Source: an optimization exercise on an open RTL-to-GDS flow (aim: a short achievable clock period). Production flows keep margins and buffers that such runs may drop.
Where RTL was checked, it was by simulation tests only, not by an equivalence proof against the original.
The clock input has no modelled driver; a real chip could not lean on it and would need a root buffer or a full tree.
No activity file was given, so power comes from the tool's default toggle rates.

== S ==
Design ccsds_rx, start of the top module:
module ccsds_rx (
    input  wire        clk,
    input  wire        rst,             
    input  wire        in_valid,
    input  wire [7:0]  in_byte,
    input  wire        in_kind,         
    input  wire [8:0]  in_blen,         
    output reg         out_valid,
    output reg  [7:0]  out_byte,
    output reg         out_vc,          
    output reg         done,
    output reg  [1:0]  status,          
    output reg         frame_kind,
    output reg  [8:0]  frame_len,
    output reg  [7:0]  data_len,
    output reg  [15:0] ecf,
    output wire        bp_type,
    output wire [6:0]  bp_apid,
    output wire        bp_ecf_flag,
    output wire [3:0]  tf_tfvn,
    output wire [15:0] tf_scid,
    output wire        tf_sdid,
    output wire [5:0]  tf_vcid,
    output wire [3:0]  tf_mapid,
    output wire        tf_end_flag,
    output wire        tf_bypass,
    output wire        tf_command,
    output wire        tf_ocf,
    output wire [2:0]  tf_vc_length,
    output wire [2:0]  tf_constr_rule,
    output wire [4:0]  tf_protocol_id
);
Settings: LEC_CHECK=0, ABC_CLOCK_PERIOD_IN_PS=1300, CAP_MARGIN=20, CORE_MARGIN=2, CORE_UTILIZATION=68, SETUP_SLACK_MARGIN=2.8, SLEW_MARGIN=20, TNS_END_PERCENT=100; clock period 4.0 ns.
standard.sh (not shown) runs the stock make flow with config.mk's settings and CLKGATE_MAP_FILE= SYNTH_SCRIPT=/design/flow/synth_recipe.tcl, a recipe that flattens the netlist after the stock synthesis.
==> flow/flow/run.sh <==
#!/bin/bash
# The standard layout (standard.sh), with one change: the clock tree is built
# by flow/clocktree.tcl (run as ORFS's pre-CTS hook) in place of
# clock_tree_synthesis: the clock port drives 4 root inverters, each drives
# 8 leaf inverters, each a compact group of flip-flops, so every flip-flop
# sees the clock through two inversions. All of make's output goes to
# flow_make.log; each ORFS step keeps its own log under orfs/logs.
set -euo pipefail
export PRE_CTS_TCL="$PWD/flow/clocktree.tcl"
export CT_ROOTS=4 CT_LEAVES=32
export CT_ROOT_CELL=sky130_fd_sc_hd__clkinv_16 CT_LEAF_CELL=sky130_fd_sc_hd__clkinv_8
bash standard.sh finish > flow_make.log 2>&1
Other scripts of this flow, unchanged in this note and not shown: flow/flow/clocktree.tcl
Inputs modified between S and R:
--- a/flow/config.mk
+++ b/flow/config.mk
@@ -11 +11 @@
-export CORE_UTILIZATION = 68
+export CORE_UTILIZATION = 65
Results
The highest metal layer used by the detailed router comes out met5 in one run and met4 in the other, namely in S and R respectively.
Taking S as the reference, in R final wirelength fell 2.9%; number of cells in the design after placement neither gained nor lost much; total via count after detailed routing decreased 194; layout overhead on the synthesized area climbed 0.17 points; combinational power saw little to no change.
Diff S -> R | global-route usage | decrease of 1.4 points
Diff S..R | highest net fanout along the worst path | unchanged
Summary — horizontal die dimension, R relative to S: higher, by about 2.2%.
Cmp R and S / number of antenna violations at the first check in global routing / lower: R
No functional check of the RTL was part of any run of this note. In every run of this note, the design's own scripts or RTL, not TritonCTS, make the clock network.

== old ==
ccsds_rx, a different RTL version from the one above (not shown whole).
Size: about 1,200 cells after synthesis, about 17,000 sq um of cells after synthesis.
Settings: LEC_CHECK=0, ABC_CLOCK_PERIOD_IN_PS=1100, CAP_MARGIN=20, CORE_MARGIN=2, CORE_UTILIZATION=60, PLACE_DENSITY=0.75, SETUP_SLACK_MARGIN=3.0, SLEW_MARGIN=20, TNS_END_PERCENT=100; clock period 4.0 ns.
==> flow/flow/clocktree.tcl <==
# Pre-CTS hook: a two-level clock tree built by hand. The clock port drives
# a few root buffers, each root a few leaf buffers, each leaf a compact
# group of flip-flops (recursive bisection of the flip-flop positions).
# Every flip-flop is two cells from the port (two buffers, or two inverters
# with CT_ROOT_CELL / CT_LEAF_CELL), so the clock arrives at all
# of them at about the same time. clock_tree_synthesis then has nothing to do.

set ::ct_roots  [expr {[info exists ::env(CT_ROOTS)]  ? $::env(CT_ROOTS)  : 2}]
set ::ct_leaves [expr {[info exists ::env(CT_LEAVES)] ? $::env(CT_LEAVES) : 16}]
set ::ct_rmaster [expr {[info exists ::env(CT_ROOT_CELL)] ? $::env(CT_ROOT_CELL) : "sky130_fd_sc_hd__clkbuf_16"}]
set ::ct_lmaster [expr {[info exists ::env(CT_LEAF_CELL)] ? $::env(CT_LEAF_CELL) : "sky130_fd_sc_hd__clkbuf_16"}]

set ::ct_block [ord::get_db_block]
set ::ct_db    [ord::get_db]
set ::ct_clk   [$::ct_block findNet clk]
set ::ct_rbuf  [$::ct_db findMaster $::ct_rmaster]
set ::ct_lbuf  [$::ct_db findMaster $::ct_lmaster]

proc ct_center {it} {
    set inst [$it getInst]
    set bb [$inst getBBox]
    return [list [expr {([$bb xMin] + [$bb xMax]) / 2}] [expr {([$bb yMin] + [$bb yMax]) / 2}]]
}

# split a list of {x y item} into 2^levels groups of equal size
proc ct_bisect {pts levels} {
    if {$levels == 0 || [llength $pts] < 2} { return [list $pts] }
    set xs [lmap p $pts {lindex $p 0}]
    set ys [lmap p $pts {lindex $p 1}]
    set dx [expr {[tcl::mathfunc::max {*}$xs] - [tcl::mathfunc::min {*}$xs]}]
    set dy [expr {[tcl::mathfunc::max {*}$ys] - [tcl::mathfunc::min {*}$ys]}]
    set k [expr {$dx >= $dy ? 0 : 1}]
    set s [lsort -integer -index $k $pts]
    set h [expr {[llength $s] / 2}]
    return [concat [ct_bisect [lrange $s 0 [expr {$h - 1}]] [expr {$levels - 1}]] \
                   [ct_bisect [lrange $s $h end] [expr {$levels - 1}]]]
}

proc ct_centroid {pts} {
    set sx 0; set sy 0
    foreach p $pts { set sx [expr {$sx + [lindex $p 0]}]; set sy [expr {$sy + [lindex $p 1]}] }
    set n [llength $pts]
    return [list [expr {$sx / $n}] [expr {$sy / $n}]]
}

proc ct_make_buf {master name x y} {
    set inst [odb::dbInst_create $::ct_block $master $name]
    set w [$master getWidth]
    set h [$master getHeight]
    $inst setLocation [expr {$x - $w / 2}] [expr {$y - $h / 2}]
    $inst setPlacementStatus PLACED
    return $inst
}

proc ct_out {inst} {
    foreach it [$inst getITerms] {
        if {[$it isOutputSignal]} { return $it }
    }
    error "clocktree: no output on [$inst getName]"
}

proc ct_make_net {name} {
    
    set net [odb::dbNet_create $::ct_block $name]
    $net setSigType CLOCK
    return $net
}

set sinks {}
foreach it [$::ct_clk getITerms] {
    lappend sinks [concat [ct_center $it] [list $it]]
}
puts "clocktree: [llength $sinks] sinks, $::ct_roots roots, $::ct_leaves leaves"

set per_root [expr {$::ct_leaves / $::ct_roots}]
set root_levels [expr {int(round(log($::ct_roots) / log(2)))}]
set leaf_levels [expr {int(round(log($per_root) / log(2)))}]
set ri 0
set li 0
foreach rgroup [ct_bisect $sinks $root_levels] {
    set lgroups [ct_bisect $rgroup $leaf_levels]
    set lcent {}
    foreach g $lgroups { lappend lcent [ct_centroid $g] }
    set rc [ct_centroid $lcent]
    set rnet [ct_make_net "clknet_root_$ri"]
    set rinst [ct_make_buf $::ct_rbuf "clkbuf_root_$ri" {*}$rc]
    [$rinst findITerm A] connect $::ct_clk
    [ct_out $rinst] connect $rnet
    foreach g $lgroups c $lcent {
        set lnet [ct_make_net "clknet_leaf_$li"]
        set linst [ct_make_buf $::ct_lbuf "clkbuf_leaf_$li" {*}$c]
        [$linst findITerm A] connect $rnet
        [ct_out $linst] connect $lnet
        foreach p $g {
            set it [lindex $p 2]
            $it disconnect
            $it connect $lnet
        }
        incr li
    }
    incr ri
}
global_connect
set_propagated_clock [all_clocks]

# the tree is built: clock_tree_synthesis has nothing left to do, and an
# inverter pair in the tree must stay as it is
proc repair_clock_inverters {args} {
    puts "clocktree: repair_clock_inverters skipped"
}
proc clock_tree_synthesis {args} {
    puts "clocktree: clock_tree_synthesis skipped, tree built by hand"
}
Scripts as last shown in full above: flow/flow/run.sh
old went all the way through the flow, and no timing, DRC or antenna check failed.
What new does differently from old at the input level:
Settings: clearing PLACE_DENSITY, which used to be 0.75; swapping 60 for 70 in CORE_UTILIZATION.
--- a/flow/flow/run.sh
+++ b/flow/flow/run.sh
@@ -3,3 +3,3 @@
 # by flow/clocktree.tcl (run as ORFS's pre-CTS hook) in place of
-# clock_tree_synthesis: the clock port drives 4 root inverters, each drives
+# clock_tree_synthesis: the clock port drives 4 root inverters (inv_16), each drives
 # 8 leaf inverters, each a compact group of flip-flops, so every flip-flop
@@ -10,3 +10,3 @@
 export CT_ROOTS=4 CT_LEAVES=32
-export CT_ROOT_CELL=sky130_fd_sc_hd__clkinv_16 CT_LEAF_CELL=sky130_fd_sc_hd__clkinv_8
+export CT_ROOT_CELL=sky130_fd_sc_hd__inv_16 CT_LEAF_CELL=sky130_fd_sc_hd__clkinv_8
 bash standard.sh finish > flow_make.log 2>&1
### Flow results
new against old: smallest setup slack after layout stayed essentially flat; routed wire length rose by 11,000 um; part of the cycle the worst path needs saw little to no change; initial standard-cell utilization of the core grew by 9.5 points; sequential share of layout area shows an increase of 1.3 points. Compare old and new | final standard cell count with taps included and fillers excluded higher: old. Diff old..new | final critical delay including setup and external delays | negligible. Cmp new vs old: data arrival time of the worst path lower in new. Measured against each other, old and new differ in maximum number of pins on one net before global-route repair, the higher figure coming from new.
In every run of this note, the design's own scripts or RTL, not TritonCTS, make the clock network.

==> re-timing with driven ports <==
In the flow no input, the clock included, has a driving cell. The finished layouts below were timed again as built, in two steps.
Step 1 (the two cells are an assumption about what drives the block):
set clk [get_ports {clk}]
set_driving_cell -lib_cell sky130_fd_sc_hd__clkbuf_16 $clk
set_driving_cell -lib_cell sky130_fd_sc_hd__buf_2 [delete_from_list [all_inputs] $clk]
Step 2, shift: input delay + t, output delay - t, t = (earliest + latest rising clock arrival at the registers) / 2. This alone moves slack from input paths to output paths.
Slacks: ideal ports / drivers / drivers and shift; pairs: ideal ports / drivers.
| run | t, ns | setup WS [ns] | worst setup path after step 2 |
|---|---|---|---|
| S | 0.460 | 2.448 / 2.242 / 2.368 | input to register |
| R | 0.459 | 2.480 / 2.252 / 2.380 | input to register |
| old | 0.464 | 2.418 / 2.262 / 2.356 | input to register |
| new | 0.379 | 2.421 / 2.345 / 2.293 | input to register |
After both steps setup and hold are still met in every run listed. The setup slack of new, which loses most, moves by -0.076 ns with the drivers and by -0.128 ns with both steps.
